This is an optimization exercise on Yosys and OpenROAD, whose aim is small area, a short achievable clock period and few clock cycles, not a production implementation. Only simulation tests tie the RTL to the original design; equivalence was not proved. No activity file was given, so power comes from the tool's default toggle rates.

$ cat flow/config.mk
export PLATFORM = sky130hd
export DESIGN_NAME = rps_serial_core
export DESIGN_NICKNAME = rps_serial_core
export VERILOG_FILES = /design/flow/design.v
export SDC_FILE = /design/flow/constraint.sdc
export NUM_CORES = 4
export LEC_CHECK = 0
export ABC_AREA = 1
export CAP_MARGIN = 20
export CORE_MARGIN = 2
export CORE_UTILIZATION = 65
export CTS_BUF_LIST = sky130_fd_sc_hd__clkbuf_4
export CTS_CLUSTER_DIAMETER = 35
export CTS_CLUSTER_SIZE = 12
export PLACE_DENSITY = 0.75
export SLEW_MARGIN = 20
$ cat flow/constraint.sdc
create_clock -name core_clock -period 110.0 [get_ports {clk}]
set_input_delay 22.0000 -clock core_clock [delete_from_list [all_inputs] [get_ports {clk}]]
set_output_delay 22.0000 -clock core_clock [all_outputs]
set_load 0.01 [all_outputs]
$ cat flow/design.v
module rps_serial_core (
    input  wire       clk,
    input  wire       rst,         
    input  wire       drv_ready,   
    input  wire [7:0] in_port,     
    input  wire [9:0] dist_mm,     
    input  wire       tick,        
    input  wire       rx_valid,
    input  wire [7:0] rx_data,
    output wire       rx_ready,
    output wire       tx_valid,
    output wire [7:0] tx_data,
    input  wire       tx_ready,
    output wire [7:0] out_port     
);
    localparam [1:0] D_HUNT = 2'd0, D_LEN = 2'd1, D_PAY = 2'd2;
    localparam [2:0] R_OKAY = 3'd0, R_NC = 3'd1, R_IBIT = 3'd2, R_IMOT = 3'd3,
                     R_UNK  = 3'd4, R_POLL = 3'd5, R_XDOM = 3'd6;
    localparam [3:0] K_POLL = 4'd0, K_O = 4'd1, K_RESET = 4'd2, K_XDOM = 4'd3,
                     K_MD = 4'd4, K_MP = 4'd5, K_TRUE = 4'd6, K_FALSE = 4'd7,
                     K_STOP = 4'd8, K_FWD = 4'd9, K_REV = 4'd10, K_NONE = 4'd15;
    localparam [2:0] T_IDLE = 3'd0, T_H1 = 3'd1, T_H2 = 3'd2, T_ROM = 3'd3,
                     T_ECHO = 3'd4, T_NL = 3'd5, T_POLL = 3'd6;
    localparam [1:0] C_EQ = 2'd0, C_LT = 2'd1, C_GT = 2'd2;
    localparam integer TAP = 7;
    localparam [4:0] RD_WRAP = (16 + TAP + 1) % 17;
    localparam [7:0] A_PROB = 8'd0;
    localparam [7:0] A_NC = 8'd8;
    localparam [7:0] A_IBIT = 8'd48;
    localparam [7:0] A_IMOT = 8'd60;
    localparam [7:0] A_UNK = 8'd79;
    localparam [7:0] A_XDOM = 8'd97;
    localparam [7:0] A_OKAY = 8'd189;
    function [3:0] kw_len(input [3:0] k);
        case (k)
            4'd0: kw_len = 4'd4;
            4'd1: kw_len = 4'd1;
            4'd2: kw_len = 4'd9;
            4'd3: kw_len = 4'd15;
            4'd4: kw_len = 4'd2;
            4'd5: kw_len = 4'd2;
            4'd6: kw_len = 4'd4;
            4'd7: kw_len = 4'd5;
            4'd8: kw_len = 4'd7;
            4'd9: kw_len = 4'd7;
            4'd10: kw_len = 4'd7;
            default: kw_len = 4'd15;
        endcase
    endfunction
    function [7:0] kw_ch(input [7:0] kp);
        case (kp)
            8'h00: kw_ch = 8'h70;
            8'h01: kw_ch = 8'h6f;
            8'h02: kw_ch = 8'h6c;
            8'h03: kw_ch = 8'h6c;
            8'h10: kw_ch = 8'h6f;
            8'h20: kw_ch = 8'h72;
            8'h21: kw_ch = 8'h65;
            8'h22: kw_ch = 8'h73;
            8'h23: kw_ch = 8'h65;
            8'h24: kw_ch = 8'h74;
            8'h25: kw_ch = 8'h5f;
            8'h26: kw_ch = 8'h61;
            8'h27: kw_ch = 8'h6c;
            8'h28: kw_ch = 8'h6c;
            8'h30: kw_ch = 8'h63;
            8'h31: kw_ch = 8'h72;
            8'h32: kw_ch = 8'h6f;
            8'h33: kw_ch = 8'h73;
            8'h34: kw_ch = 8'h73;
            8'h35: kw_ch = 8'h64;
            8'h36: kw_ch = 8'h6f;
            8'h37: kw_ch = 8'h6d;
            8'h38: kw_ch = 8'h61;
            8'h39: kw_ch = 8'h69;
            8'h3a: kw_ch = 8'h6e;
            8'h3b: kw_ch = 8'h2e;
            8'h3c: kw_ch = 8'h78;
            8'h3d: kw_ch = 8'h6d;
            8'h3e: kw_ch = 8'h6c;
            8'h40: kw_ch = 8'h6d;
            8'h41: kw_ch = 8'h64;
            8'h50: kw_ch = 8'h6d;
            8'h51: kw_ch = 8'h70;
            8'h60: kw_ch = 8'h74;
            8'h61: kw_ch = 8'h72;
            8'h62: kw_ch = 8'h75;
            8'h63: kw_ch = 8'h65;
            8'h70: kw_ch = 8'h66;
            8'h71: kw_ch = 8'h61;
            8'h72: kw_ch = 8'h6c;
            8'h73: kw_ch = 8'h73;
            8'h74: kw_ch = 8'h65;
            8'h80: kw_ch = 8'h53;
            8'h81: kw_ch = 8'h74;
            8'h82: kw_ch = 8'h6f;
            8'h83: kw_ch = 8'h70;
            8'h84: kw_ch = 8'h70;
            8'h85: kw_ch = 8'h65;
            8'h86: kw_ch = 8'h64;
            8'h90: kw_ch = 8'h46;
            8'h91: kw_ch = 8'h6f;
            8'h92: kw_ch = 8'h72;
            8'h93: kw_ch = 8'h77;
            8'h94: kw_ch = 8'h61;
            8'h95: kw_ch = 8'h72;
            8'h96: kw_ch = 8'h64;
            8'ha0: kw_ch = 8'h52;
            8'ha1: kw_ch = 8'h65;
            8'ha2: kw_ch = 8'h76;
            8'ha3: kw_ch = 8'h65;
            8'ha4: kw_ch = 8'h72;
            8'ha5: kw_ch = 8'h73;
            8'ha6: kw_ch = 8'h65;
            default: kw_ch = 8'h00;
        endcase
    endfunction
    function [3:0] lim_dig(input [3:0] i);
        case (i)
            4'd0: lim_dig = 4'd2; 4'd1: lim_dig = 4'd1; 4'd2: lim_dig = 4'd4;
            4'd3: lim_dig = 4'd7; 4'd4: lim_dig = 4'd4; 4'd5: lim_dig = 4'd8;
            4'd6: lim_dig = 4'd3; 4'd7: lim_dig = 4'd6; 4'd8: lim_dig = 4'd4;
            default: lim_dig = 4'd8;
        endcase
    endfunction
    function [3:0] inc15(input [3:0] x);
        inc15 = (x == 4'd14) ? 4'd0 : x + 4'd1;
    endfunction
    function [4:0] inc17(input [4:0] x);
        inc17 = (x == 5'd16) ? 5'd0 : x + 5'd1;
    endfunction
    reg       drv_q;
    reg [6:0] in_q;
    reg [9:0] dist_q;
    always @(posedge clk) begin
        drv_q  <= drv_ready;
        in_q   <= in_port[6:0];
        dist_q <= dist_mm;
    end
    reg [4:0] ph;
    always @(posedge clk)
        if (rst) ph <= 5'd0;
        else     ph <= inc17(ph);
    reg       rx_rdy;
    reg       hv, tv;
    reg [7:0] hb, tb;
    wire      take;                        
    wire      fire = rx_valid & rx_rdy;
    wire      hv1  = take ? tv : hv;       
    assign rx_ready = rx_rdy;
    always @(posedge clk) begin
        if (rst) begin
            hv <= 1'b0; tv <= 1'b0; rx_rdy <= 1'b1;
        end else begin
            hv <= hv1 | fire;
            tv <= (tv & ~take) | (fire & hv1);
            rx_rdy <= ~((tv & ~take) | (fire & hv1));
        end
        if (!hv1)      hb <= rx_data;
        else if (take) hb <= tb;
        if (hv1 && (take || !tv)) tb <= rx_data;
    end
    reg [1:0] dst;
    reg [7:0] flen;           
    reg [7:0] j;              
    reg       fin, act;       
    reg [2:0] nseg;           
    reg [3:0] kw;             
    reg [3:0] pos;            
    reg       alive;          
    reg       neg, dig, bad;  
    reg [3:0] sig;            
    reg [1:0] cmp;            
    reg [2:0] val;            
    reg [1:0] pq;             
    reg       found;
    reg [3:0] name;           
    reg       c_ok, c01, c1;  
    reg       v_ok;           
    reg [2:0] v;              
    reg [3:0] wc;             
    reg [4:0] exps;           
    reg [3:0] fc;             
    reg [4:0] fs;             
    reg       o1, o2;
    reg [3:0] mot;            
    reg [1:0] dir0, dir1;
    reg [2:0] pow0, pow1;
    reg [1:0] t4, t3;
    reg [2:0] tst;
    reg [2:0] tk;
    reg [7:0] tl;             
    reg [7:0] ra;             
    reg [3:0] rc;             
    reg [4:0] rs;             
    reg [1:0] t_o;            
    wire [3:0] pl = ra[7:4];  
    wire [3:0] pc = ra[3:0];  
    wire [11:0] bcd = {tl, rc};   
    wire [3:0] dd = rs[3:0];      
    reg       prot;           
    reg       plong;          
    reg       pend;           
    localparam integer QD = 3;
    localparam integer QW = 5;
    reg [QW*QD-1:0] qd;
    reg [QD-1:0]    qv;
    reg [1:0] eh;             
    reg [7:0] txd, sb;
    reg       txv, sbv;
    wire [3:0] klen   = kw_len(kw);
    wire       match  = alive && (pos == klen);
    wire       int_ok = dig && !bad &&
                        ((sig < 4'd10) || ((sig == 4'd10) && (neg ? (cmp != C_GT) : (cmp == C_LT))));
    wire       is0    = (val == 3'd0);
    wire       is1    = !neg && (val == 3'd1);
    wire [2:0] pw     = neg ? 3'd0 : ((val >= 3'd6) ? 3'd6 : val);
    wire [3:0] seg_name = (match && kw <= K_MP) ? kw : K_NONE;
    wire [1:0] seg_dir  = (match && kw == K_FWD) ? 2'd1 :
                          (match && kw == K_REV) ? 2'd2 : 2'd0;
    reg        s3_ok;
    reg  [2:0] s3_v;
    always @(*) begin
        s3_ok = 1'b0; s3_v = 3'd0;
        case (name)
            K_O:  begin s3_ok = match && (kw == K_TRUE || kw == K_FALSE);
                        s3_v = {2'd0, kw == K_TRUE}; end
            K_MD: begin s3_ok = 1'b1; s3_v = {1'b0, seg_dir}; end
            K_MP: begin s3_ok = int_ok; s3_v = pw; end
            default: ;
        endcase
    end
    wire ok3 = (nseg >= 3'd3) && c_ok && v_ok;
    reg [2:0] kind;
    always @(*) begin
        kind = R_UNK;
        if (nseg != 3'd0) begin
            case (name)
                K_POLL:  kind = drv_q ? R_POLL : R_NC;
                K_RESET: kind = R_OKAY;
                K_XDOM:  kind = R_XDOM;
                K_O:     if (ok3) kind = c01 ? R_OKAY : R_IBIT;
                K_MD, K_MP: if (ok3) kind = c01 ? R_OKAY : R_IMOT;
                default: kind = R_UNK;
            endcase
        end
    end
    wire do_set = act && (nseg != 3'd0) && ok3 && c01;
    wire       qne     = qv[0];
    wire       dec     = act & found;               
    wire       hold    = qne | pend | dec;
    wire       push;
    wire       tx_load = (tst == T_IDLE) && hold && push;
    wire       q_pop   = tx_load && qne;
    wire       p_load  = tx_load && !qne;           
    wire       q_push  = dec && (kind != R_UNK) && !p_load;
    wire       pend_n  = (pend | (dec && kind == R_UNK)) && !p_load;
    wire [2:0] r_kind  = qne ? qd[4:2] : kind;
    wire [1:0] r_o     = qne ? qd[1:0] : {o2, o1};
    reg  [QD-1:0]    qv_n;
    reg  [QW*QD-1:0] qd_n;
    integer qi;
    always @(*) begin
        qv_n = q_pop ? (qv >> 1) : qv;
        qd_n = q_pop ? (qd >> QW) : qd;
        if (q_push) begin
            if (!qv_n[0]) qd_n[QW-1:0] = {kind, o2, o1};
            for (qi = 1; qi < QD; qi = qi + 1)
                if (qv_n[qi-1] && !qv_n[qi]) qd_n[QW*qi +: QW] = {kind, o2, o1};
            qv_n = {qv_n[QD-2:0], 1'b1};
        end
    end
    wire       first   = (j == 8'd0);
    wire       adv     = first || (exps == 5'd0);
    wire       pay_ok  = (first || (ph == exps)) && (!adv || !prot || (!plong && wcol != rc));
    wire [3:0] wcol    = adv ? inc15(wc) : wc;
    assign take = hv && ((dst == D_HUNT) ||
                         (dst == D_LEN && !pend_n && !qv_n[QD-1]) ||
                         (dst == D_PAY && pay_ok));
    wire       wr      = take && (dst == D_PAY);
    wire       is_dig  = (hb >= "0") && (hb <= "9");
    wire [3:0] dval    = hb[3:0];
    always @(posedge clk) begin
        if (rst) begin
            dst <= D_HUNT; fin <= 1'b0; act <= 1'b0; wc <= 4'd0;
        end else begin
            act <= fin;
            fin <= 1'b0;
            if (take) begin
                case (dst)
                    D_HUNT: if (hb == 8'haa) dst <= D_LEN;
                    D_LEN: begin
                        dst <= (hb == 8'd0) ? D_HUNT : D_PAY;
                    end
                    default: begin
                        if (j + 8'd1 == flen) begin
                            dst <= D_HUNT;
                            fin <= 1'b1;
                        end
                    end
                endcase
            end
            if (wr) wc <= wcol;
        end
        if (take && dst == D_LEN) begin
            flen <= hb;
            j    <= 8'd0;
        end else if (wr)
            j <= j + 8'd1;
        if (wr) begin
            exps <= inc17(ph);
            if (first) begin
                fc <= wcol; fs <= ph;
            end
        end
        if (take && dst == D_LEN) begin
            nseg <= 3'd0; name <= K_NONE; pq <= 2'd0; found <= 1'b0;
        end
        if ((take && dst == D_LEN) || (wr && hb == "/")) begin
            kw <= K_NONE; pos <= 4'd0; alive <= 1'b1;
            neg <= 1'b0; dig <= 1'b0; bad <= 1'b0;
            sig <= 4'd0; cmp <= C_EQ; val <= 3'd0;
        end else if (wr && nseg != 3'd0) begin
            if (pos != 4'd15) pos <= pos + 4'd1;
            if (pos == 4'd0) begin
                alive <= 1'b1;
                if (nseg == 3'd1) begin
                    case (hb)
                        "p": kw <= K_POLL;
                        "o": kw <= K_O;
                        "r": kw <= K_RESET;
                        "c": kw <= K_XDOM;
                        "m": kw <= K_MD;
                        default: alive <= 1'b0;
                    endcase
                end else if (nseg == 3'd3) begin
                    case (hb)
                        "t": kw <= K_TRUE;
                        "f": kw <= K_FALSE;
                        "S": kw <= K_STOP;
                        "F": kw <= K_FWD;
                        "R": kw <= K_REV;
                        default: alive <= 1'b0;
                    endcase
                end else
                    alive <= 1'b0;
            end else if (kw == K_MD && pos == 4'd1 && hb == "p")
                kw <= K_MP;
            else if (!(pos < klen && hb == kw_ch({kw, pos})))
                alive <= 1'b0;
            if (hb == "-" && pos == 4'd0)
                neg <= 1'b1;
            else if (is_dig) begin
                dig <= 1'b1;
                if (sig != 4'd0 || dval != 4'd0) begin
                    if (sig != 4'd11) sig <= sig + 4'd1;
                    if (sig < 4'd10 && cmp == C_EQ)
                        cmp <= (dval < lim_dig(sig)) ? C_LT :
                               (dval > lim_dig(sig)) ? C_GT : C_EQ;
                end
                val <= (val == 3'd0) ? ((dval > 4'd7) ? 3'd7 : dval[2:0]) : 3'd7;
            end else
                bad <= 1'b1;
        end
        if ((wr && hb == "/") || fin) begin
            case (nseg)
                3'd1: name <= seg_name;
                3'd2: begin c_ok <= int_ok; c01 <= is0 | is1; c1 <= is1; end
                3'd3: begin v_ok <= s3_ok; v <= s3_v; end
                default: ;
            endcase
        end
        if (wr && hb == "/" && nseg != 3'd4)
            nseg <= nseg + 3'd1;
        if (wr) begin
            case (pq)
                2'd0: pq <= (hb == "p") ? 2'd1 : 2'd0;
                2'd1: pq <= (hb == "o") ? 2'd2 : (hb == "p") ? 2'd1 : 2'd0;
                2'd2: pq <= (hb == "l") ? 2'd3 : (hb == "p") ? 2'd1 : 2'd0;
                default: begin
                    if (hb == "l") found <= 1'b1;
                    pq <= (hb == "p") ? 2'd1 : 2'd0;
                end
            endcase
        end
    end
    wire [119:0] ring_top;
    genvar gc;
    generate
        for (gc = 0; gc < 15; gc = gc + 1) begin : g_col
            reg [135:0] r;
            always @(posedge clk)
                r <= {r[127:0], (wr && wcol == gc) ? hb : r[135:128]};
            assign ring_top[gc*8 +: 8] = r[8*TAP +: 8];
        end
    endgenerate
    wire [7:0] ring_rd = ring_top[rc*8 +: 8];
    wire [5:0] fs_t  = {1'b0, fs} + TAP + 6'd1;
    wire [4:0] fs_rd = (fs_t >= 6'd17) ? fs_t[4:0] - 5'd17 : fs_t[4:0];
    function on_now(input [2:0] p, input [1:0] m4, input [1:0] m3);
        case (p)
            3'd0: on_now = 1'b0;
            3'd1: on_now = (m4 == 2'd3);
            3'd2: on_now = (m3 == 2'd2);
            3'd3: on_now = m4[0];
            3'd4: on_now = (m3 != 2'd0);
            3'd5: on_now = (m4 != 2'd0);
            default: on_now = 1'b1;
        endcase
    endfunction
    wire on0 = on_now(pow0, t4, t3);
    wire on1 = on_now(pow1, t4, t3);
    wire [3:0] mot_nx = {on1 && dir1 == 2'd2, on1 && dir1 == 2'd1,
                         on0 && dir0 == 2'd2, on0 && dir0 == 2'd1};
    always @(posedge clk) begin
        if (rst) begin
            o1 <= 1'b0; o2 <= 1'b0; mot <= 4'd0;
            dir0 <= 2'd0; dir1 <= 2'd0; pow0 <= 3'd0; pow1 <= 3'd0;
            t4 <= 2'd0; t3 <= 2'd0;
        end else begin
            if (tick && drv_q) begin
                mot <= mot_nx;
                t4  <= t4 + 2'd1;
                t3  <= (t3 == 2'd2) ? 2'd0 : t3 + 2'd1;
            end
            if (act && (nseg != 3'd0) && name == K_RESET) begin
                dir0 <= 2'd0; dir1 <= 2'd0;
            end
            if (do_set) begin
                case (name)
                    K_O:  if (c1) o2 <= v[0]; else o1 <= v[0];
                    K_MD: if (c1) dir1 <= v[1:0]; else dir0 <= v[1:0];
                    K_MP: if (c1) pow1 <= v; else pow0 <= v;
                    default: ;
                endcase
            end
        end
    end
    assign out_port = {mot, 1'b0, o2, o1, 1'b0};
    reg [7:0] rom_q;
    always @(*) begin
        case (ra)
            8'd0: rom_q = 8'h5f;
            8'd1: rom_q = 8'h70;
            8'd2: rom_q = 8'h72;
            8'd3: rom_q = 8'h6f;
            8'd4: rom_q = 8'h62;
            8'd5: rom_q = 8'h6c;
            8'd6: rom_q = 8'h65;
            8'd7: rom_q = 8'hed;
            8'd8: rom_q = 8'h20;
            8'd9: rom_q = 8'h54;
            8'd10: rom_q = 8'h68;
            8'd11: rom_q = 8'h65;
            8'd12: rom_q = 8'h20;
            8'd13: rom_q = 8'h44;
            8'd14: rom_q = 8'h69;
            8'd15: rom_q = 8'h67;
            8'd16: rom_q = 8'h69;
            8'd17: rom_q = 8'h74;
            8'd18: rom_q = 8'h61;
            8'd19: rom_q = 8'h6c;
            8'd20: rom_q = 8'h20;
            8'd21: rom_q = 8'h32;
            8'd22: rom_q = 8'h20;
            8'd23: rom_q = 8'h50;
            8'd24: rom_q = 8'h69;
            8'd25: rom_q = 8'h66;
            8'd26: rom_q = 8'h61;
            8'd27: rom_q = 8'h63;
            8'd28: rom_q = 8'h65;
            8'd29: rom_q = 8'h20;
            8'd30: rom_q = 8'h69;
            8'd31: rom_q = 8'h73;
            8'd32: rom_q = 8'h20;
            8'd33: rom_q = 8'h6e;
            8'd34: rom_q = 8'h6f;
            8'd35: rom_q = 8'h74;
            8'd36: rom_q = 8'h20;
            8'd37: rom_q = 8'h63;
            8'd38: rom_q = 8'h6f;
            8'd39: rom_q = 8'h6e;
            8'd40: rom_q = 8'h6e;
            8'd41: rom_q = 8'h65;
            8'd42: rom_q = 8'h63;
            8'd43: rom_q = 8'h74;
            8'd44: rom_q = 8'h65;
            8'd45: rom_q = 8'h64;
            8'd46: rom_q = 8'h2e;
            8'd47: rom_q = 8'h8a;
            8'd48: rom_q = 8'h20;
            8'd49: rom_q = 8'h69;
            8'd50: rom_q = 8'h6e;
            8'd51: rom_q = 8'h76;
            8'd52: rom_q = 8'h61;
            8'd53: rom_q = 8'h6c;
            8'd54: rom_q = 8'h69;
            8'd55: rom_q = 8'h64;
            8'd56: rom_q = 8'h20;
            8'd57: rom_q = 8'h62;
            8'd58: rom_q = 8'h69;
            8'd59: rom_q = 8'hf4;
            8'd60: rom_q = 8'h3a;
            8'd61: rom_q = 8'h20;
            8'd62: rom_q = 8'h69;
            8'd63: rom_q = 8'h6e;
            8'd64: rom_q = 8'h76;
            8'd65: rom_q = 8'h61;
            8'd66: rom_q = 8'h6c;
            8'd67: rom_q = 8'h69;
            8'd68: rom_q = 8'h64;
            8'd69: rom_q = 8'h20;
            8'd70: rom_q = 8'h6d;
            8'd71: rom_q = 8'h6f;
            8'd72: rom_q = 8'h74;
            8'd73: rom_q = 8'h6f;
            8'd74: rom_q = 8'h72;
            8'd75: rom_q = 8'h20;
            8'd76: rom_q = 8'h69;
            8'd77: rom_q = 8'h64;
            8'd78: rom_q = 8'h8a;
            8'd79: rom_q = 8'h20;
            8'd80: rom_q = 8'h75;
            8'd81: rom_q = 8'h6e;
            8'd82: rom_q = 8'h6b;
            8'd83: rom_q = 8'h6e;
            8'd84: rom_q = 8'h6f;
            8'd85: rom_q = 8'h77;
            8'd86: rom_q = 8'h6e;
            8'd87: rom_q = 8'h20;
            8'd88: rom_q = 8'h63;
            8'd89: rom_q = 8'h6f;
            8'd90: rom_q = 8'h6d;
            8'd91: rom_q = 8'h6d;
            8'd92: rom_q = 8'h61;
            8'd93: rom_q = 8'h6e;
            8'd94: rom_q = 8'h64;
            8'd95: rom_q = 8'h3a;
            8'd96: rom_q = 8'ha0;
            8'd97: rom_q = 8'h3c;
            8'd98: rom_q = 8'h63;
            8'd99: rom_q = 8'h72;
            8'd100: rom_q = 8'h6f;
            8'd101: rom_q = 8'h73;
            8'd102: rom_q = 8'h73;
            8'd103: rom_q = 8'h2d;
            8'd104: rom_q = 8'h64;
            8'd105: rom_q = 8'h6f;
            8'd106: rom_q = 8'h6d;
            8'd107: rom_q = 8'h61;
            8'd108: rom_q = 8'h69;
            8'd109: rom_q = 8'h6e;
            8'd110: rom_q = 8'h2d;
            8'd111: rom_q = 8'h70;
            8'd112: rom_q = 8'h6f;
            8'd113: rom_q = 8'h6c;
            8'd114: rom_q = 8'h69;
            8'd115: rom_q = 8'h63;
            8'd116: rom_q = 8'h79;
            8'd117: rom_q = 8'h3e;
            8'd118: rom_q = 8'h3c;
            8'd119: rom_q = 8'h61;
            8'd120: rom_q = 8'h6c;
            8'd121: rom_q = 8'h6c;
            8'd122: rom_q = 8'h6f;
            8'd123: rom_q = 8'h77;
            8'd124: rom_q = 8'h2d;
            8'd125: rom_q = 8'h61;
            8'd126: rom_q = 8'h63;
            8'd127: rom_q = 8'h63;
            8'd128: rom_q = 8'h65;
            8'd129: rom_q = 8'h73;
            8'd130: rom_q = 8'h73;
            8'd131: rom_q = 8'h2d;
            8'd132: rom_q = 8'h66;
            8'd133: rom_q = 8'h72;
            8'd134: rom_q = 8'h6f;
            8'd135: rom_q = 8'h6d;
            8'd136: rom_q = 8'h20;
            8'd137: rom_q = 8'h64;
            8'd138: rom_q = 8'h6f;
            8'd139: rom_q = 8'h6d;
            8'd140: rom_q = 8'h61;
            8'd141: rom_q = 8'h69;
            8'd142: rom_q = 8'h6e;
            8'd143: rom_q = 8'h3d;
            8'd144: rom_q = 8'h22;
            8'd145: rom_q = 8'h2a;
            8'd146: rom_q = 8'h22;
            8'd147: rom_q = 8'h20;
            8'd148: rom_q = 8'h74;
            8'd149: rom_q = 8'h6f;
            8'd150: rom_q = 8'h2d;
            8'd151: rom_q = 8'h70;
            8'd152: rom_q = 8'h6f;
            8'd153: rom_q = 8'h72;
            8'd154: rom_q = 8'h74;
            8'd155: rom_q = 8'h73;
            8'd156: rom_q = 8'h3d;
            8'd157: rom_q = 8'h22;
            8'd158: rom_q = 8'h35;
            8'd159: rom_q = 8'h30;
            8'd160: rom_q = 8'h32;
            8'd161: rom_q = 8'h31;
            8'd162: rom_q = 8'h30;
            8'd163: rom_q = 8'h22;
            8'd164: rom_q = 8'h2f;
            8'd165: rom_q = 8'h3e;
            8'd166: rom_q = 8'h3c;
            8'd167: rom_q = 8'h2f;
            8'd168: rom_q = 8'h63;
            8'd169: rom_q = 8'h72;
            8'd170: rom_q = 8'h6f;
            8'd171: rom_q = 8'h73;
            8'd172: rom_q = 8'h73;
            8'd173: rom_q = 8'h2d;
            8'd174: rom_q = 8'h64;
            8'd175: rom_q = 8'h6f;
            8'd176: rom_q = 8'h6d;
            8'd177: rom_q = 8'h61;
            8'd178: rom_q = 8'h69;
            8'd179: rom_q = 8'h6e;
            8'd180: rom_q = 8'h2d;
            8'd181: rom_q = 8'h70;
            8'd182: rom_q = 8'h6f;
            8'd183: rom_q = 8'h6c;
            8'd184: rom_q = 8'h69;
            8'd185: rom_q = 8'h63;
            8'd186: rom_q = 8'h79;
            8'd187: rom_q = 8'h3e;
            8'd188: rom_q = 8'h8a;
            8'd189: rom_q = 8'h6f;
            8'd190: rom_q = 8'h6b;
            8'd191: rom_q = 8'h61;
            8'd192: rom_q = 8'h79;
            8'd193: rom_q = 8'h8a;
            default: rom_q = 8'h80;
        endcase
    end
    reg       pbit;
    reg [2:0] pnum;
    always @(*) begin
        case (pl)
            4'd0: begin pbit = in_q[0]; pnum = 3'd0; end
            4'd1: begin pbit = in_q[1]; pnum = 3'd1; end
            4'd2: begin pbit = t_o[0];  pnum = 3'd0; end
            4'd3: begin pbit = in_q[2]; pnum = 3'd2; end
            4'd4: begin pbit = t_o[1];  pnum = 3'd1; end
            4'd5: begin pbit = in_q[3]; pnum = 3'd3; end
            4'd6: begin pbit = in_q[4]; pnum = 3'd4; end
            4'd7: begin pbit = in_q[5]; pnum = 3'd5; end
            default: begin pbit = in_q[6]; pnum = 3'd6; end
        endcase
    end
    wire [2:0] ndig = (dist_q >= 10'd1000) ? 3'd4 : (dist_q >= 10'd100) ? 3'd3 :
                      (dist_q >= 10'd10) ? 3'd2 : 3'd1;
    wire [2:0] dr   = ndig - 3'd1 - (pc[2:0] - 3'd2);    
    wire [3:0] dsel = (dr == 3'd0) ? bcd[3:0] : (dr == 3'd1) ? bcd[7:4] :
                      (dr == 3'd2) ? bcd[11:8] : 4'd1;
    wire       pl_last = (pl == 4'd9) ? (pc == {1'b0, ndig} + 4'd2) :
                                        (pbit ? (pc == 4'd8) : (pc == 4'd9));
    reg [7:0] pchar;
    always @(*) begin
        if (pl == 4'd9) begin
            if (pc == 4'd0)      pchar = "d";
            else if (pc == 4'd1) pchar = " ";
            else if (pl_last)    pchar = 8'h0a;
            else                 pchar = {4'h3, dsel};
        end else begin
            case (pc)
                4'd0: pchar = (pl == 4'd2 || pl == 4'd4) ? "o" : "i";
                4'd1: pchar = "/";
                4'd2: pchar = {5'b00110, pnum};
                4'd3: pchar = " ";
                4'd4: pchar = pbit ? "t" : "f";
                4'd5: pchar = pbit ? "r" : "a";
                4'd6: pchar = pbit ? "u" : "l";
                4'd7: pchar = pbit ? "e" : "s";
                4'd8: pchar = pbit ? 8'h0a : "e";
                default: pchar = 8'h0a;
            endcase
        end
    end
    wire       idle  = (tst == T_IDLE);
    wire [2:0] ck    = idle ? r_kind : tk;
    wire [7:0] cl    = idle ? flen : tl;
    wire [1:0] co    = idle ? r_o : t_o;
    wire [3:0] nf = {3'd0, ~in_q[0]} + {3'd0, ~in_q[1]} + {3'd0, ~in_q[2]} +
                    {3'd0, ~in_q[3]} + {3'd0, ~in_q[4]} + {3'd0, ~in_q[5]} +
                    {3'd0, ~in_q[6]} + {3'd0, ~co[0]} + {3'd0, ~co[1]};
    wire [8:0] unk_n = {1'b0, cl} + 9'd27;
    wire       nhi   = (ck == R_UNK) && unk_n[8];
    wire       found_now = found || (hv && dst == D_PAY && pq == 2'd3 && hb == "l");
    wire       early = found_now && !hold && ((dst == D_PAY) || fin) &&
                       ((eh == 2'd0) || (eh == 2'd1 && flen < 8'd229));
    wire [7:0] body0 = (ck == R_OKAY) ? A_OKAY : (ck == R_XDOM) ? A_XDOM :
                       (ck == R_POLL) ? 8'd0 : A_PROB;
    reg  [7:0] nlo;
    always @(*) begin
        case (ck)
            R_OKAY:  nlo = 8'd5;
            R_NC:    nlo = 8'd48;
            R_IBIT:  nlo = 8'd20;
            R_IMOT:  nlo = 8'd27;
            R_UNK:   nlo = unk_n[7:0];
            R_POLL:  nlo = 8'd84 + {4'd0, nf} + {5'd0, ndig};
            default: nlo = 8'd92;
        endcase
    end
    reg       pvalid;
    reg [7:0] pbyte;
    always @(*) begin
        pvalid = 1'b1;
        case (tst)
            T_IDLE: begin
                pvalid = hold || early;
                pbyte  = (eh == 2'd0) ? 8'haa : (eh == 2'd1) ? {7'd0, nhi && hold} : nlo;
            end
            T_H1:   pbyte = {7'd0, nhi};
            T_H2:   pbyte = nlo;
            T_ROM:  pbyte = {1'b0, rom_q[6:0]};
            T_ECHO: begin pvalid = (ph == rs); pbyte = ring_rd; end
            T_NL:   pbyte = 8'h0a;
            default: pbyte = pchar;
        endcase
    end
    assign push = pvalid && !sbv;
    always @(posedge clk) begin
        if (rst) begin
            tst <= T_IDLE; prot <= 1'b0; pend <= 1'b0; qv <= {QD{1'b0}}; eh <= 2'd0;
        end else begin
            pend <= pend_n;
            qv   <= qv_n;
            if (push) begin
                case (tst)
                    T_IDLE: begin
                        if (hold) begin
                            eh  <= 2'd0;
                            tst <= (eh == 2'd0) ? T_H1 : (eh == 2'd1) ? T_H2 :
                                   (r_kind == R_POLL) ? T_POLL : T_ROM;
                        end else
                            eh <= eh + 2'd1;
                    end
                    T_H1:   tst <= T_H2;
                    T_H2:   tst <= (tk == R_POLL) ? T_POLL : T_ROM;
                    T_ROM:  if (rom_q[7] && ra != A_PROB + 8'd7)
                                tst <= (tk == R_UNK) ? T_ECHO : T_IDLE;
                    T_ECHO: if (tl == 8'd1) begin tst <= T_NL; prot <= 1'b0; end
                    T_NL:   tst <= T_IDLE;
                    default: if (pl_last && pl == 4'd9) tst <= T_IDLE;
                endcase
            end
            if (tx_load) begin
                prot   <= (r_kind == R_UNK);
                plong  <= (flen >= 8'd239);
            end
        end
        qd <= qd_n;
        if (tx_load) begin
            tk  <= r_kind;
            tl  <= (r_kind == R_UNK) ? flen : 8'd0;
            rc  <= (r_kind == R_UNK) ? fc : 4'd0;
            rs  <= (r_kind == R_UNK) ? fs_rd : 5'd0;
            t_o <= r_o;
        end else if (tk == R_POLL && dd != 4'd10) begin
            {tl, rc} <= {bcd[10:8] + ((bcd[11:8] >= 4'd5) ? 3'd3 : 3'd0),
                         bcd[7:4]  + ((bcd[7:4]  >= 4'd5) ? 4'd3 : 4'd0),
                         bcd[3:0]  + ((bcd[3:0]  >= 4'd5) ? 4'd3 : 4'd0),
                         dist_q[4'd9 - dd]};
            rs  <= {1'b0, dd + 4'd1};
        end
        if (push) begin
            case (tst)
                T_IDLE: ra <= body0;
                T_H2:   ra <= body0;
                T_ROM: begin
                    if (rom_q[7])
                        ra <= (tk == R_NC) ? A_NC : (tk == R_IBIT) ? A_IBIT :
                              (tk == R_IMOT) ? A_IMOT : A_UNK;
                    else
                        ra <= ra + 8'd1;
                end
                T_ECHO: begin
                    tl <= tl - 8'd1;
                    rs <= inc17(rs);
                    if (rs == RD_WRAP) rc <= inc15(rc);
                end
                T_POLL: begin
                    if (pl_last) ra <= {pl + 4'd1, 4'd0};
                    else         ra <= ra + 8'd1;
                end
                default: ;
            endcase
        end
    end
    wire adv_out = ~txv | tx_ready;
    always @(posedge clk) begin
        if (rst) begin
            txv <= 1'b0; sbv <= 1'b0; txd <= 8'd0;
        end else if (adv_out) begin
            txv <= sbv | push;
            sbv <= 1'b0;
        end else if (push)
            sbv <= 1'b1;
        if (!rst && adv_out) begin
            if (sbv)       txd <= sb;
            else if (push) txd <= pbyte;
        end
        if (!adv_out && push)
            sb <= pbyte;
    end
    assign tx_valid = txv;
    assign tx_data  = txd;
endmodule
$ cat flow/flow/run.sh
#!/bin/bash
# Standard layout, with faster cells for the port buffers.
set -euo pipefail
cd "$(dirname "$0")/.."
export BUFFER_PORTS_ARGS="-buffer_cell sky130_fd_sc_hd__buf_4"
bash standard.sh finish > standard.log 2>&1
$ cat flow/standard.sh
#!/bin/bash
# synth_recipe.tcl (not shown) runs the flow's synth.tcl, then flattens the netlist and writes it again
# the make line also repeats each setting of config.mk as NAME=value (left out here)
make -C /OpenROAD-flow-scripts/flow DESIGN_CONFIG=/design/flow/config.mk WORK_HOME=/design/flow/orfs CLKGATE_MAP_FILE= SYNTH_SCRIPT=/design/flow/synth_recipe.tcl "${@:-finish}"
==> reports/qor.yml, run 1 <==
synth:
  yosysTopAreaCell: "dfxtp_1"
  syn-mean-instance-area_sq_um: 12.02
  yosysWarningCount: 1
  post_synth_main_area_contributors: "dfxtp_1 74%, nand2_1 5.1%, edfxtp_1 3.6%"
  yosys.cell_types.count: 67
  async_flop_share_pct: 0
  synthCells: 4954
  yosys_register_bits: 2268
  synthDominantCellAreaShare_pct: 73.82
  mappedNetlistArea_sq_um: 59560
  synth_ff_type: "dfxtp_1"
  synth_sequential_area_ratio_pct: 77.45
  synth_edf_count: 72
clocking:
  clock_tree.htree_level_count: 4
  clk_pin_slew_ns: 0.11
  count_of_hold_buffers_inserted_by_post_cts_repair: 0
  clock_network_latency_to_the_later_pin_of_the_worst_skew_pair_ns: 1.21
  tritoncts.num_buffers: 234
  post_cts_resized: 0
  cts_sinks: 2268
  post-cts-setup-buffer-count: 0
  cts-root-buf: "clkbuf_4"
  deepest_clock_path_buffer_count: 3
  cts_tree: "built"
run:
  max_cap_viol_count: 0
place:
  dp_hpwl_um: 74310
  gp_congestion: 0.9515
  placedInstanceArea_sq_um: 61070
  placement.io_buffers: 46
routing:
  vias: 33254
  postRouteAntennaNets: 0
  avgViaCountPerCell: 5.172
  drt_wl_total_um: 113500
  number_of_iterations_in_the_first_detailed_routing_pass: 6
  detailedRoute.firstIterationViolations: 2479
  drt_wl_cell_um: 17.65
  route.detailed.drc: 0
final_layout:
  final_util_pct: 69.71
  area_growth_syn_to_layout_pct: 6.805
  post_route_cells_drive_above_1_share_pct: 8.995
  nets: 5279
  final_design_area_no_fill_sq_um: 63610
timing:
  count_of_endpoints_failing_hold_in_the_final_timing_report: 0
  relSlewSlack_pct: 33.48
  timing.final.crit_period_ns: 23.72
  setup_tns_ns: 0
  final.setup_skew_ns: 0.09464
  timing.fmax_mhz: 42.16
  tightest_slew_ns: 0.9948
  grt_setup_unrepaired: "false"
  finalMaxSlewViolations: 0
  setup_viol: 0
  timing.final.crit_share_pct: 21.57
min_path:
  worstHoldPathType: "flop to flop"
  hold_path_cell_cnt: 0
pwr:
  peakVddDrop_uv: 18.31
  power.leakage_nw: 26.33
  pwr_density_cell_nw_per_um2: 20.48
floorplanning:
  start_util_pct: 65.27
  die_height_um: 306.7
  die_area_sq_um: 94060
  die-width_um: 306.7
  core_region_area_sq_um: 91250
  standard_cell_rows: 111
  num_io_pins: 50
worst_setup_path:
  rrSetupSlack_ns: 103.81
  crit_path_max_fanout: 3
  critical-path-top-delay-family: "flip-flops"
  crit_slowest_cell: "dfxtp_1"
  crit_path_end_kind: "output port"
  crit_path_required_time_ns: 88.00
  crit_chain: "buf_4"
  worstSetupStartpointType: "flop"
  setup.worst_path.class: "flop to output port"
  crit_path_max_incr_delay_ns: 0.39
  critPathArrivalTime_ns: 1.72
  crit_cells: 1
  buf_inv_on_cp: 1
  r2r_cells: 25
global_route:
  initial_antenna_violation_count: 3
  track_usage_pct: 24.41
  pin_count_of_the_biggest_net_entering_global_routing: 45
  grt_overflow: 0
  first_pass_grt_wire_length_um: 178000
  grt_pass1_vias: 32322
outcome:
  status: "no timing/DRC/antenna violations"
[registers in the layout (all words and copies together) (netlist names), 7 cells and up, named ones only]
| name | count |
|---|---|
| dist_q | 10 |
| flen | 8 |
| g_col.r | 2040 |
| hb | 8 |
| in_q | 7 |
| j | 8 |
| qd | 15 |
| ra | 8 |
| rom_q | 8 |
| sb | 8 |
| tb | 8 |
| tl | 8 |
| txd | 8 |
[through the flow]
stage,total power [mW],setup WS (ns),instances,hold slack [ns]
after global routing,1.356,86.13,6429,0.2844
after floorplan,0.9114,87.07,4955,0.3096
final,1.302,86.28,6430,0.2845
after detailed placement,0.9457,86.63,6104,0.3121
after global placement,0.9445,86.66,6103,0.3097
after CTS,1.313,86.14,6422,0.2659
[final cells by class]
| type | count | area (sq um) |
|---|---|---|
| inverters | 349 | 1313 |
| diodes | 8 | 20.02 |
| clock inverters | 66 | 623.1 |
| clock buffers | 252 | 1892 |
| flip-flops and latches | 2268 | 46120 |
| well taps | 1186 | 1484 |
| fillers | 6508 | 27640 |
| multi-input cells | 2234 | 11650 |
| repair buffers | 67 | 506.7 |
[power by group]
part           total, mW  internal (mW)  switching, mW
Combinational     0.0881         0.0264         0.0617
Clock              0.374          0.127          0.247
Sequential         0.840          0.831        0.00914
Total               1.30          0.985          0.318
[synthesized netlist by cell type, types with 5 or more instances]
cell          n
o22ai_1      12
nand3_1     261
nor2_1      222
o31ai_1       5
a22oi_1      51
o21a_1        5
nand3_2      10
a211oi_1     13
nor4_1       11
a221oi_1      6
buf_1         5
a31oi_1      29
nand3b_1      6
fa_1          9
nor3_1       41
inv_2        30
nand2_2      25
xnor2_1      10
dfxtp_1    2196
nor2_2        5
edfxtp_1     72
nand2_1     814
a21oi_1     131
inv_1       306
buf_4        14
nand4_1      47
clkbuf_1     56
xor2_1       38
a2111oi_0     5
ha_1         84
or2_2         7
buf_2        27
o21ai_0     162
a221o_1       5
o21ai_1     129
o211ai_1     32
o2111ai_1    11
clkinv_1     12
[final timing paths]
path | end | start
max | tx_data[6] | txd[6]
min | g_col[9].r[62] | g_col[9].r[54]
max reg2reg | rom_q[1] | dist_q[6]
min reg2reg | g_col[9].r[62] | g_col[9].r[54]
[cells by family (layout without fill, tap and decap cells)]
| kind of cell | after synthesis | in the layout | synth area share (%) |
|---|---|---|---|
| compound gates | 621 | 621 | 6.084 |
| flops | 2268 | 2268 | 77.45 |
| mux | 1 | 1 | 0.01891 |
| simple gates | 1469 | 1469 | 10.64 |
| fa+ha+maj | 93 | 93 | 2.067 |
| buf+inv | 453 | 734 | 3.029 |
| xor+xnor | 48 | 48 | 0.7059 |
| other cells | 1 | 10 | 0.006297 |
[metal layers]
metal	routed length [um]	vias up	global-route usage, %
met3	6144	226	4.390
met1	54220	15574	35.29
met2	49940	916	37.01
met4	3200	0	9.074
li1	-	16538	-
met5	0	-	0
[cell usage in the layout (no fill, tap or decap), types with 6 or more instances in the layout]
| master | n |
|---|---|
| inv_8 | 7 |
| clkinv_2 | 9 |
| nor3_1 | 41 |
| bufinv_16 | 6 |
| clkinv_1 | 23 |
| edfxtp_1 | 72 |
| o22ai_1 | 12 |
| diode_2 | 8 |
| clkbuf_4 | 252 |
| a31oi_1 | 29 |
| nor2_1 | 220 |
| inv_6 | 13 |
| nand2_2 | 25 |
| o21ai_1 | 130 |
| nand4_1 | 47 |
| ha_1 | 84 |
| nand3_1 | 261 |
| xor2_1 | 38 |
| xnor2_1 | 10 |
| nor4_1 | 11 |
| dfxtp_1 | 2196 |
| buf_4 | 66 |
| clkinvlp_4 | 7 |
| a211oi_1 | 13 |
| a221oi_1 | 6 |
| nand3b_1 | 6 |
| inv_2 | 32 |
| or2_2 | 7 |
| o21ai_0 | 161 |
| inv_4 | 6 |
| nand2_1 | 814 |
| a22oi_1 | 51 |
| nand3_2 | 10 |
| o211ai_1 | 32 |
| a21oi_1 | 131 |
| inv_1 | 305 |
| fa_1 | 9 |
| o2111ai_1 | 11 |
Testbench counts, summed over its fixed seeds: cycles 22,748.
==> run 2, diff against run 1 <==
--- a/flow/config.mk
+++ b/flow/config.mk
@@ -10,7 +10,7 @@
 export CORE_MARGIN = 2
 export CORE_UTILIZATION = 65
-export CTS_BUF_LIST = sky130_fd_sc_hd__clkbuf_4
-export CTS_CLUSTER_DIAMETER = 35
-export CTS_CLUSTER_SIZE = 12
+export CTS_BUF_LIST = sky130_fd_sc_hd__clkbuf_8
+export CTS_CLUSTER_DIAMETER = 45
+export CTS_CLUSTER_SIZE = 20
 export PLACE_DENSITY = 0.75
 export SLEW_MARGIN = 20
==> run 2 against run 1 <==
First-iteration DRC count up 3.2%. Still clean. Critical endpoint is now tx_data[5]. Sequential cell count unchanged. Die area unchanged. Combinational power about the same. Synthesized cell count unchanged. Register-to-register slack about the same. Non-clock buffer count unchanged. Via count down 0.73%. Count of clock-buffer cells in the layout down 83. Utilization up 0.88 points. Global-route usage up 0.31 points. Critical path depth unchanged.
==> reports/qor.yml, run 2 <==
place:
  dp_hpwl_um: 74310
  detailedPlace.worstSlack_ns: 86.63
  gp_congestion: 0.9515
  placement.io_buffers: 46
  post-place-cells: 6104
floorplanning:
  core_region_area_sq_um: 91250
  start_util_pct: 65.27
  die_area_sq_um: 94060
  die_height_um: 306.7
  die-width_um: 306.7
  standard_cell_rows: 111
  num_io_pins: 50
synth:
  yosys.cell_types.count: 67
  yosysTopAreaCell: "dfxtp_1"
  synthMostInstantiatedCell: "dfxtp_1"
  synth_common_cells: "2196 x dfxtp_1, 814 x nand2_1, 306 x inv_1"
  syn-mean-instance-area_sq_um: 12.02
  synth_sequential_area_ratio_pct: 77.45
  yosysWarningCount: 1
  post_synth_main_area_contributors: "dfxtp_1 74%, nand2_1 5.1%, edfxtp_1 3.6%"
  yosys_register_bits: 2268
  synthDominantCellAreaShare_pct: 73.82
  synthCells: 4954
  synth_ff_type: "dfxtp_1"
  async_flop_share_pct: 0
  synth_edf_count: 72
  mappedNetlistArea_sq_um: 59560
worst_setup_path:
  critical-path-top-delay-family: "flip-flops"
  critPathArrivalTime_ns: 1.38
  crit_cells: 1
  setup.worst_path.class: "flop to output port"
  crit_path_required_time_ns: 88.00
  worstSetupStartpointType: "flop"
  crit_slowest_cell: "dfxtp_1"
  worstReg2RegStart: "dist_q[6]"
  rrSetupSlack_ns: 103.81
  crit_chain: "buf_4"
  worstSetupStartpoint: "txd[5]"
  rr_endpoint: "rom_q[1]"
  buf_inv_on_cp: 1
  crit_path_max_incr_delay_ns: 0.38
  crit_path_end_kind: "output port"
  endpoint: "tx_data[5]"
  r2r_cells: 25
  crit_path_max_fanout: 3
timing:
  final_critical_path_setup_slack_ns: 86.62
  setup_viol: 0
  finalMaxSlewViolations: 0
  tightest_slew_ns: 1.020
  timing.final.crit_period_ns: 23.38
  grt_setup_unrepaired: "false"
  final.setup_skew_ns: 0.06798
  count_of_endpoints_failing_hold_in_the_final_timing_report: 0
  timing.final.crit_share_pct: 21.26
  relSlewSlack_pct: 31.40
  timing.fmax_mhz: 42.76
  setup_tns_ns: 0
clocking:
  cts-root-buf: "clkbuf_8"
  clk_pin_slew_ns: 0.11
  clock_network_latency_to_the_later_pin_of_the_worst_skew_pair_ns: 0.89
  cts_sinks: 2268
  tritoncts.num_buffers: 157
  clock_tree.htree_level_count: 4
  deepest_clock_path_buffer_count: 3
  cts_tree: "built"
  post-cts-setup-buffer-count: 0
  count_of_hold_buffers_inserted_by_post_cts_repair: 0
  post_cts_resized: 0
routing:
  avgViaCountPerCell: 5.192
  vias: 33011
  wire_length_on_met1_um: 55100
  top_layer: "met4"
  drt_wl_cell_um: 18.17
  route.detailed.drc: 0
  postRouteAntennaNets: 0
  route.met3.wl_um: 5937
  met2_wirelength_um: 51300
  detailedRoute.firstIterationViolations: 2559
  drt_wl_total_um: 115500
  number_of_iterations_in_the_first_detailed_routing_pass: 9
min_path:
  worstHoldPathType: "flop to flop"
final_layout:
  layoutNonFillerInstCount: 6358
  fillerInstances: 6305
  max_reg_flops: 2040
  max_flop_register: "g_col.r"
  final_common_cell: "dfxtp_1"
  area_growth_syn_to_layout_pct: 8.158
  reg.largest.list: "g_col.r (2040), qd (15), dist_q (10)"
  layout.cells.most_common_list: "2196 x dfxtp_1, 814 x nand2_1, 324 x inv_1, 261 x nand3_1, 220 x nor2_1"
  nets: 5202
  post_route_cells_drive_above_1_share_pct: 7.661
outcome:
  status: "no timing/DRC/antenna violations"
global_route:
  initial_antenna_violation_count: 2
  first_pass_grt_wire_length_um: 179700
  track_usage_pct: 24.72
  pin_count_of_the_biggest_net_entering_global_routing: 45
  grt_overflow: 0
  grt_pass1_vias: 32027
pwr:
  p_clk_share_pct: 32.1
  peakVddDrop_uv: 18.82
  power_frac_comb_pct: 6.5
  power.leakage_nw: 26.61
  share_seq_of_total_power_pct: 61.4
  pwr_density_cell_nw_per_um2: 21.24
  power.total_mw: 1.368
  internal_power_mw: 1.036
  power_switching_uw: 332.2
  switching_power_share_of_the_total_pct: 24.29
run:
  max_cap_viol_count: 0
[run 2: changes by cell type in the layout (fill, tap and decap cells not counted), sizes merged]
| cell | change |
|---|---|
| clkinv | -11 |
| clkbuf | -83 |
| bufinv | +5 |
| diode | -5 |
| clkinvlp | +1 |
| inv | +21 |
[run 2: power by group through the flow]
stage	Combinational (mW)	Sequential [mW]	Clock [mW]
2_1_floorplan	0.0567	0.855	0
3_3_place_gp	0.0857	0.859	0
3_5_place_dp	0.0868	0.859	0
4_1_cts	0.0878	0.840	0.449
5_1_grt	0.0969	0.842	0.479
6_report	0.0884	0.840	0.439
[run 2: per-layer routing]
| metal | global-route usage (%) | vias to the layer above |
|---|---|---|
| met2 | 38.03 | 914 |
| met1 | 35.85 | 15597 |
| li1 | - | 16297 |
| met3 | 3.742 | 203 |
| met5 | 0 | - |
| met4 | 8.915 | 0 |
[run 2: area by class of cell]
cell class,count,area [sq um],area share [%]
clock buffers,169,2326,3.611
well taps,1186,1484,2.304
multi-input cells,2234,11650,18.08
inverters,349,1313,2.038
clock inverters,82,1007,1.564
diodes,3,7.507,0.01165
flip-flops and latches,2268,46120,71.61
repair buffers,67,506.7,0.7867
[run 2: metrics by stage]
stage	cell area, sq um	utilization (%)	hold slack, ns
6_report	64410	70.59	0.2864
5_1_grt	64410	70.59	0.2925
3_3_place_gp	61060	66.92	0.3097
4_1_cts	64410	70.59	0.2898
2_1_floorplan	59560	-	0.3096
3_5_place_dp	61070	66.93	0.3121
[run 2: how the worst min path moves through the flow]
stage	from	end	slack, ns	depth (start not counted)
2_1_floorplan	g_col[0].r[92]	g_col[0].r[100]	0.31	0
3_3_place_gp	g_col[10].r[39]	g_col[10].r[47]	0.31	0
3_5_place_dp	g_col[0].r[125]	g_col[0].r[133]	0.31	0
4_1_cts	g_col[11].r[106]	g_col[11].r[114]	0.29	0
5_1_grt	g_col[13].r[17]	g_col[13].r[25]	0.29	0
6_report	g_col[8].r[39]	g_col[8].r[47]	0.29	0
[run 2: cell families after synthesis]
kind of cell | count (synthesis) | share of synthesized area [%]
buffers and inverters | 453 | 3.029
AOI/OAI and AO/OA | 621 | 6.084
adders and majority gates | 93 | 2.067
and+or+nand+nor | 1469 | 10.64
xor gates and xnor gates | 48 | 0.7059
other | 1 | 0.006297
DFF | 2268 | 77.45
muxes | 1 | 0.01891
==> run 3, diff against run 2 <==
--- a/flow/design.v
+++ b/flow/design.v
@@ -32,20 +32,4 @@
     localparam [7:0] A_XDOM = 8'd97;
     localparam [7:0] A_OKAY = 8'd189;
-    function [3:0] kw_len(input [3:0] k);
-        case (k)
-            4'd0: kw_len = 4'd4;
-            4'd1: kw_len = 4'd1;
-            4'd2: kw_len = 4'd9;
-            4'd3: kw_len = 4'd15;
-            4'd4: kw_len = 4'd2;
-            4'd5: kw_len = 4'd2;
-            4'd6: kw_len = 4'd4;
-            4'd7: kw_len = 4'd5;
-            4'd8: kw_len = 4'd7;
-            4'd9: kw_len = 4'd7;
-            4'd10: kw_len = 4'd7;
-            default: kw_len = 4'd15;
-        endcase
-    endfunction
     function [7:0] kw_ch(input [7:0] kp);
         case (kp)
@@ -132,9 +116,10 @@
     reg       drv_q;
     reg [6:0] in_q;
-    reg [9:0] dist_q;
+    reg [2:0] ndig;           
     always @(posedge clk) begin
         drv_q  <= drv_ready;
         in_q   <= in_port[6:0];
-        dist_q <= dist_mm;
+        ndig   <= (dist_mm >= 10'd1000) ? 3'd4 : (dist_mm >= 10'd100) ? 3'd3 :
+                  (dist_mm >= 10'd10) ? 3'd2 : 3'd1;
     end
     reg [4:0] ph;
@@ -209,6 +194,6 @@
     reg [7:0] txd, sb;
     reg       txv, sbv;
-    wire [3:0] klen   = kw_len(kw);
-    wire       match  = alive && (pos == klen);
+    wire [7:0] kch    = kw_ch({kw, pos});
+    wire       match  = alive && (kch == 8'h00);    
     wire       int_ok = dig && !bad &&
                         ((sig < 4'd10) || ((sig == 4'd10) && (neg ? (cmp != C_GT) : (cmp == C_LT))));
@@ -347,5 +332,5 @@
             end else if (kw == K_MD && pos == 4'd1 && hb == "p")
                 kw <= K_MP;
-            else if (!(pos < klen && hb == kw_ch({kw, pos})))
+            else if (!(kch != 8'h00 && hb == kch))
                 alive <= 1'b0;
             if (hb == "-" && pos == 4'd0)
@@ -653,6 +638,4 @@
         endcase
     end
-    wire [2:0] ndig = (dist_q >= 10'd1000) ? 3'd4 : (dist_q >= 10'd100) ? 3'd3 :
-                      (dist_q >= 10'd10) ? 3'd2 : 3'd1;
     wire [2:0] dr   = ndig - 3'd1 - (pc[2:0] - 3'd2);    
     wire [3:0] dsel = (dr == 3'd0) ? bcd[3:0] : (dr == 3'd1) ? bcd[7:4] :
@@ -767,5 +750,5 @@
                          bcd[7:4]  + ((bcd[7:4]  >= 4'd5) ? 4'd3 : 4'd0),
                          bcd[3:0]  + ((bcd[3:0]  >= 4'd5) ? 4'd3 : 4'd0),
-                         dist_q[4'd9 - dd]};
+                         dist_mm[4'd9 - dd]};
             rs  <= {1'b0, dd + 4'd1};
         end
--- a/flow/config.mk
+++ b/flow/config.mk
@@ -13,4 +13,5 @@
 export CTS_CLUSTER_DIAMETER = 45
 export CTS_CLUSTER_SIZE = 20
+export GPL_TIMING_DRIVEN = 0
 export PLACE_DENSITY = 0.75
 export SLEW_MARGIN = 20
==> run 3 against run 2 <==
Combinational power rose by 6.4%. Critical path depth increased by 1. Highest routed layer unchanged. Sequential power is essentially flat. Largest power group unchanged. Largest cell class unchanged.
==> reports/qor.yml, run 3 <==
synth:
  synth_ff_type: "dfxtp_1"
  synth_edf_count: 72
  main_combinational_cell_family_by_area_after_synthesis: "simple AND/OR/NAND/NOR gates"
  synth_sequential_area_ratio_pct: 77.31
  async_flop_share_pct: 0
  synthMostInstantiatedCell: "dfxtp_1"
  synth_common_cells: "2185 x dfxtp_1, 787 x nand2_1, 316 x inv_1"
  synthCells: 4924
  yosys_register_bits: 2257
  post_synth_main_area_contributors: "dfxtp_1 74%, nand2_1 5.0%, edfxtp_1 3.6%"
  syn-mean-instance-area_sq_um: 12.06
  synth_area_in_simple_gates_pct: 10.70
  yosysWarningCount: 1
  synthDominantCellAreaShare_pct: 73.67
  synth_compound_gate_area_share_pct: 6.197
  mappedNetlistArea_sq_um: 59380
  yosys.cell_types.count: 66
  post_synth_xor_area_fraction_pct: 0.7080
  post_synth_mux_area_share_pct: 0.03371
  synthAdderAreaFrac_pct: 1.926
  yosysTopAreaCell: "dfxtp_1"
clocking:
  cts_tree: "built"
  cts_sinks: 2257
  clock_tree.htree_level_count: 4
  post-cts-setup-buffer-count: 0
  post_cts_resized: 0
  clock_network_latency_to_the_later_pin_of_the_worst_skew_pair_ns: 0.89
  count_of_hold_buffers_inserted_by_post_cts_repair: 0
  clk_pin_slew_ns: 0.11
  cts-root-buf: "clkbuf_8"
  tritoncts.num_buffers: 156
  deepest_clock_path_buffer_count: 3
worst_setup_path:
  crit_path_end_kind: "output port"
  crit_path_max_incr_delay_ns: 0.40
  setup.worst_path.class: "flop to output port"
  worstSetupStartpointType: "flop"
  crit_slowest_cell: "dfxtp_1"
  buf_inv_on_cp: 2
  critical-path-top-delay-family: "flip-flops"
  critPathArrivalTime_ns: 1.47
  crit_path_max_fanout: 4
  critical_path.most_common_cell: "buf_4"
  crit_path_required_time_ns: 88.00
  crit_chain: "buf_4 -> buf_4"
global_route:
  grt_overflow: 0
  track_usage_pct: 25.98
  grt_pass1_vias: 32289
  initial_antenna_violation_count: 5
  first_pass_grt_wire_length_um: 185000
  pin_count_of_the_biggest_net_entering_global_routing: 21
final_layout:
  layout.cells.most_common_list: "2185 x dfxtp_1, 787 x nand2_1, 331 x inv_1, 259 x nand3_1, 232 x o21ai_0"
  final_common_cell: "dfxtp_1"
  reg.largest.list: "g_col.r (2040), qd (15)"
  max_reg_flops: 2040
  fillerInstances: 6166
  seqCellArea_sq_um: 45900
  multi_input_gate_area_in_the_final_layout_sq_um: 11620
  post_route_cells_drive_above_1_share_pct: 8.229
  area_growth_syn_to_layout_pct: 8.445
  final_util_pct: 71.32
  max_flop_register: "g_col.r"
  nets: 5247
floorplanning:
  die_height_um: 306.2
  core_region_area_sq_um: 90290
  die-width_um: 306.2
  die_area_sq_um: 93790
  standard_cell_rows: 110
  num_io_pins: 50
  start_util_pct: 65.77
pwr:
  peakVddDrop_uv: 17.58
  share_seq_of_total_power_pct: 61.8
  power_switching_uw: 333.8
  internal_power_mw: 1.024
  switching_power_share_of_the_total_pct: 24.59
  power.leakage_nw: 26.62
  p_clk_share_pct: 31.3
  pwr_density_cell_nw_per_um2: 21.08
  power_frac_comb_pct: 6.9
routing:
  number_of_iterations_in_the_first_detailed_routing_pass: 8
  avgViaCountPerCell: 5.195
  drt_wl_cell_um: 19.05
  vias: 33216
  detailedRoute.firstIterationViolations: 2964
  drt_wl_total_um: 121800
  postRouteAntennaNets: 0
  route.detailed.drc: 0
timing:
  setup_tns_ns: 0
  timing.fmax_mhz: 42.60
  grt_setup_unrepaired: "false"
  count_of_endpoints_failing_hold_in_the_final_timing_report: 0
  finalMaxSlewViolations: 0
  tightest_slew_ns: 1.229
  final_critical_path_setup_slack_ns: 86.53
  timing.final.crit_period_ns: 23.47
  final.setup_skew_ns: 0.06711
  timing.final.crit_share_pct: 21.34
  setup_viol: 0
  relSlewSlack_pct: 18.10
run:
  max_cap_viol_count: 0
outcome:
  status: "no timing/DRC/antenna violations"
min_path:
  worstHoldPathType: "flop to flop"
place:
  detailedPlace.worstSlack_ns: 85.89
  gp_congestion: 0.9505
  placement.io_buffers: 45
  dp_hpwl_um: 82940
-- run 3: cell types whose count changed after synthesis, moves of 9 or more --
cell | before | now
a21oi_1 | 131 | 149
dfxtp_1 | 2196 | 2185
inv_1 | 306 | 316
inv_2 | 30 | 16
nand2_1 | 814 | 787
nand4_1 | 47 | 34
nor3_1 | 41 | 50
o21ai_0 | 162 | 232
o21ai_1 | 129 | 60
-- run 3: cells by family after synthesis --
family | Yosys count
adder cells (fa/ha/maj) | 86
XOR/XNOR | 48
buffers and inverters | 453
flip-flops | 2257
multiplexers | 2
AND/OR/NAND/NOR | 1445
other | 1
AO/OA/AOI/OAI | 632
-- run 3: worst paths after layout --
path                            slack (ns)           start        endpoint  cells after the start
worst min-delay path                  0.31  g_col[8].r[10]  g_col[8].r[18]                      0
worst max-delay path                 86.53              o1     out_port[1]                      2
worst min register to register        0.31  g_col[8].r[10]  g_col[8].r[18]                      0
worst max register to register      104.86          tst[0]          txd[2]                     23
-- run 3: metal layers --
metal  up-vias  routed length, um  track usage [%]
met5         -                  0                0
met2       974              53540            39.75
met1     15639              57420            37.22
met3       259               6581            4.534
met4         0               4247            9.861
li1      16344                  -                -
-- run 3: power by group through the flow --
stage / sequential (mW) / clock, mW / combinational [mW]
5_1_grt: 0.840 / 0.463 / 0.103
3_5_place_dp: 0.857 / 0 / 0.0913
6_report: 0.838 / 0.425 / 0.0941
2_1_floorplan: 0.853 / 0 / 0.0566
3_3_place_gp: 0.857 / 0 / 0.0907
4_1_cts: 0.838 / 0.434 / 0.0924
-- run 3: metrics by stage --
stage	instances	cell area (sq um)	hold slack, ns	power (mW)
2_1_floorplan	4925	59380	0.3096	0.9098
3_3_place_gp	6146	61190	0.3096	0.9474
3_5_place_dp	6147	61210	0.3121	0.9480
4_1_cts	6389	64380	0.3044	1.364
5_1_grt	6393	64390	0.3029	1.406
6_report	6394	64390	0.3055	1.357
-- run 3: worst register-to-register path: stages, from the launching register on --
cell and delay, ns:
dfxtp_1 0.39, nor2_4 0.20, inv_2 0.11, nor2_1 0.12, buf_2 0.25, buf_2 0.26, nand2_1 0.07, o21ai_0 0.11
fa_1 0.45, inv_1 0.08, fa_1 0.43, fa_1 0.48, ha_1 0.23, fa_1 0.39, nand2_1 0.07, inv_1 0.05
nor4_1 0.26, o21ai_0 0.19, nand2_1 0.09, a21boi_0 0.53, nand2_1 0.10, nand2_1 0.08, nand2_1 0.05, nand2_1 0.08
-- run 3: final cells by class --
type                       count  area share (%)
sequential                  2257           71.29
multi-input combinational   2215           18.05
clock buffer                 166           3.548
tap                         1176           2.285
inverter                     342           1.997
clock inverter                76           1.374
buffer                       111          0.8957
timing repair buffer          46          0.5421
antenna                        5         0.01943
Testbench counts of run 3, summed over its fixed seeds: cycles 22,748.
==> run 4, diff against run 3 <==
--- a/flow/config.mk
+++ b/flow/config.mk
@@ -9,9 +9,8 @@
 export CAP_MARGIN = 20
 export CORE_MARGIN = 2
-export CORE_UTILIZATION = 65
+export CORE_UTILIZATION = 76
 export CTS_BUF_LIST = sky130_fd_sc_hd__clkbuf_8
-export CTS_CLUSTER_DIAMETER = 45
-export CTS_CLUSTER_SIZE = 20
-export GPL_TIMING_DRIVEN = 0
-export PLACE_DENSITY = 0.75
+export CTS_CLUSTER_DIAMETER = 40
+export CTS_CLUSTER_SIZE = 16
+export PLACE_DENSITY = 0.84
 export SLEW_MARGIN = 20
==> run 4 against run 3 <==
Final cell count shrank 3.5%. Worst hold slack got worse by 0.013 ns. First-iteration DRC count is 59% higher. Combinational power is 4.3% higher. Largest cell class unchanged. Highest routed layer is now met5.
==> reports/qor.yml, run 4 <==
floorplanning:
  die-width_um: 283.5
  die_area_sq_um: 80380
  die_height_um: 283.5
  standard_cell_rows: 102
  start_util_pct: 76.65
  core_region_area_sq_um: 77470
  num_io_pins: 50
routing:
  wire_length_on_met1_um: 56320
  number_of_iterations_in_the_first_detailed_routing_pass: 10
  route.detailed.drc: 0
  route.met3.wl_um: 12890
  vias: 36239
  drt_wl_total_um: 151300
  detailedRoute.firstIterationViolations: 4713
  top_layer: "met5"
  avgViaCountPerCell: 5.871
  drt_wl_cell_um: 24.51
  postRouteAntennaNets: 0
  met2_wirelength_um: 72340
min_path:
  worstHoldPathType: "flop to flop"
timing:
  setup_viol: 0
  finalMaxSlewViolations: 0
  timing.final.crit_period_ns: 23.42
  hold_slack_ns: 0.2930
  grt_setup_unrepaired: "false"
  relSlewSlack_pct: 27.97
  final.setup_skew_ns: 0.05075
  count_of_endpoints_failing_hold_in_the_final_timing_report: 0
  timing.final.crit_share_pct: 21.29
  timing.fmax_mhz: 42.69
  setup_tns_ns: 0
  tightest_slew_ns: 1.072
worst_setup_path:
  buf_inv_on_cp: 1
  setup.worst_path.class: "flop to output port"
  crit_slowest_cell: "dfxtp_1"
  crit_path_max_fanout: 2
  crit_path_required_time_ns: 88.00
  crit_path_end_kind: "output port"
  crit_path_max_incr_delay_ns: 0.39
  crit_chain: "buf_4"
  critical-path-top-delay-family: "flip-flops"
  rrSetupSlack_ns: 104.02
  worstSetupStartpointType: "flop"
  critPathArrivalTime_ns: 1.42
synth:
  synth_ff_type: "dfxtp_1"
  synth_common_cells: "2185 x dfxtp_1, 787 x nand2_1, 316 x inv_1"
  yosys_register_bits: 2257
  yosysWarningCount: 1
  mappedNetlistArea_sq_um: 59380
  synthDominantCellAreaShare_pct: 73.67
  synth_sequential_area_ratio_pct: 77.31
  post_synth_main_area_contributors: "dfxtp_1 74%, nand2_1 5.0%, edfxtp_1 3.6%"
  syn-mean-instance-area_sq_um: 12.06
  synthMostInstantiatedCell: "dfxtp_1"
  synth_edf_count: 72
  yosysTopAreaCell: "dfxtp_1"
  yosys.cell_types.count: 66
  async_flop_share_pct: 0
  synthCells: 4924
final_layout:
  reg.largest.list: "g_col.r (2040), qd (15)"
  max_reg_flops: 2040
  fillerInstances: 3619
  nets: 5180
  max_flop_register: "g_col.r"
  final_common_cell: "dfxtp_1"
  layoutNonFillerInstCount: 6173
  post_route_cells_drive_above_1_share_pct: 7.974
  layout.cells.most_common_list: "2185 x dfxtp_1, 787 x nand2_1, 320 x inv_1, 259 x nand3_1, 232 x o21ai_0"
  area_growth_syn_to_layout_pct: 7.752
  final_design_area_no_fill_sq_um: 63980
clocking:
  post_cts_resized: 0
  cts-root-buf: "clkbuf_8"
  tritoncts.num_buffers: 179
  cts_tree: "built"
  clock_tree.htree_level_count: 4
  clock_network_latency_to_the_later_pin_of_the_worst_skew_pair_ns: 0.90
  count_of_hold_buffers_inserted_by_post_cts_repair: 0
  clk_pin_slew_ns: 0.11
  cts_sinks: 2257
  post-cts-setup-buffer-count: 0
  deepest_clock_path_buffer_count: 3
place:
  placement.io_buffers: 46
  gp_congestion: 0.9860
  dp_hpwl_um: 91520
  placedInstanceArea_sq_um: 60630
  post-place-cells: 5921
global_route:
  track_usage_pct: 37.63
  initial_antenna_violation_count: 6
  grt_overflow: 0
  first_pass_grt_wire_length_um: 226000
  pin_count_of_the_biggest_net_entering_global_routing: 50
  grt_pass1_vias: 37068
pwr:
  power.leakage_nw: 26.46
  peakVddDrop_uv: 22.46
  pwr_density_cell_nw_per_um2: 21.81
  power.total_mw: 1.395
outcome:
  status: "no timing/DRC/antenna violations"
run:
  max_cap_viol_count: 0
[run 4: routing by layer]
layer / GRT usage [%] / up-vias
met5: 0 / -
met4: 21.34 / 4
met3: 8.336 / 763
met2: 62.06 / 2218
met1: 46.10 / 17068
li1: - / 16186
[run 4: per-stage QoR]
| stage | util [%] | setup slack [ns] |
|---|---|---|
| 2_1_floorplan | - | 86.92 |
| 3_3_place_gp | 78.26 | 86.57 |
| 3_5_place_dp | 78.26 | 86.46 |
| 4_1_cts | 82.58 | 86.54 |
| 5_1_grt | 82.58 | 86.56 |
| 6_report | 82.59 | 86.58 |
[run 4: worst paths after layout]
check	start	endpoint	cells past startpoint
min	g_col[10].r[80]	g_col[10].r[88]	0
max reg2reg	hb[4]	flop	26
max	rx_rdy	rx_ready	1
min reg2reg	g_col[10].r[80]	g_col[10].r[88]	0
[run 4: cell families after synthesis]
| logic type | Yosys count | share of synthesized area [%] |
|---|---|---|
| AOI/OAI and AO/OA | 632 | 6.197 |
| xor gates and xnor gates | 48 | 0.7080 |
| adders and majority gates | 86 | 1.926 |
| buffers and inverters | 453 | 3.123 |
| DFF | 2257 | 77.31 |
| muxes | 2 | 0.03372 |
| other | 1 | 0.006315 |
| and+or+nand+nor | 1445 | 10.70 |
[run 4: power breakdown]
group          switching, mW  internal [mW]
Sequential            0.0136          0.828
Clock                  0.275          0.181
Combinational         0.0719         0.0261
[run 4: cell type report]
class | count | area (sq um) | share of cell area (%)
Multi-Input combinational cell | 2215 | 11630 | 18.18
Timing Repair Buffer | 67 | 503.0 | 0.7861
Inverter | 342 | 1286 | 2.010
Antenna cell | 4 | 10.01 | 0.01564
Sequential cell | 2257 | 45900 | 71.74
Clock inverter | 59 | 744.5 | 1.164
Clock buffer | 189 | 2601 | 4.066
Tap cell | 1040 | 1301 | 2.034

## separate check: timing with driven ports
The flow's constraints put no driver on any port. The routed layouts listed below were extracted and timed again, unchanged, in two steps. Step 1 assumes that a clkbuf_16 drives the clock port and a buf_2 every other input. Step 2 times the ports against the registers' clock, not the clock port: input delays grow and output delays shrink by t, the midpoint of the rising clock arrivals with the driver on. a / b / c = no drivers / after step 1 / after step 2; a / b = the first two.
run	t, ns	setup slack, ns	worst setup path after step 2	worst register clock-pin slew, ns	worst slew at a driven data input, ns
run 1	1.223	86.278 / 86.218 / 86.663	input to register	0.13 / 0.13	0.04
run 2	0.918	86.615 / 86.550 / 86.636	input to register	0.12 / 0.12	0.04
run 3	0.919	86.527 / 86.463 / 85.742	input to register	0.13 / 0.13	0.04
run 4	0.949	86.578 / 86.509 / 86.357	input to register	0.13 / 0.13	0.06
After both steps setup and hold are still met in every run listed. The setup slack of run 3, which loses most, moves by -0.064 ns with the drivers and by -0.785 ns with both steps.
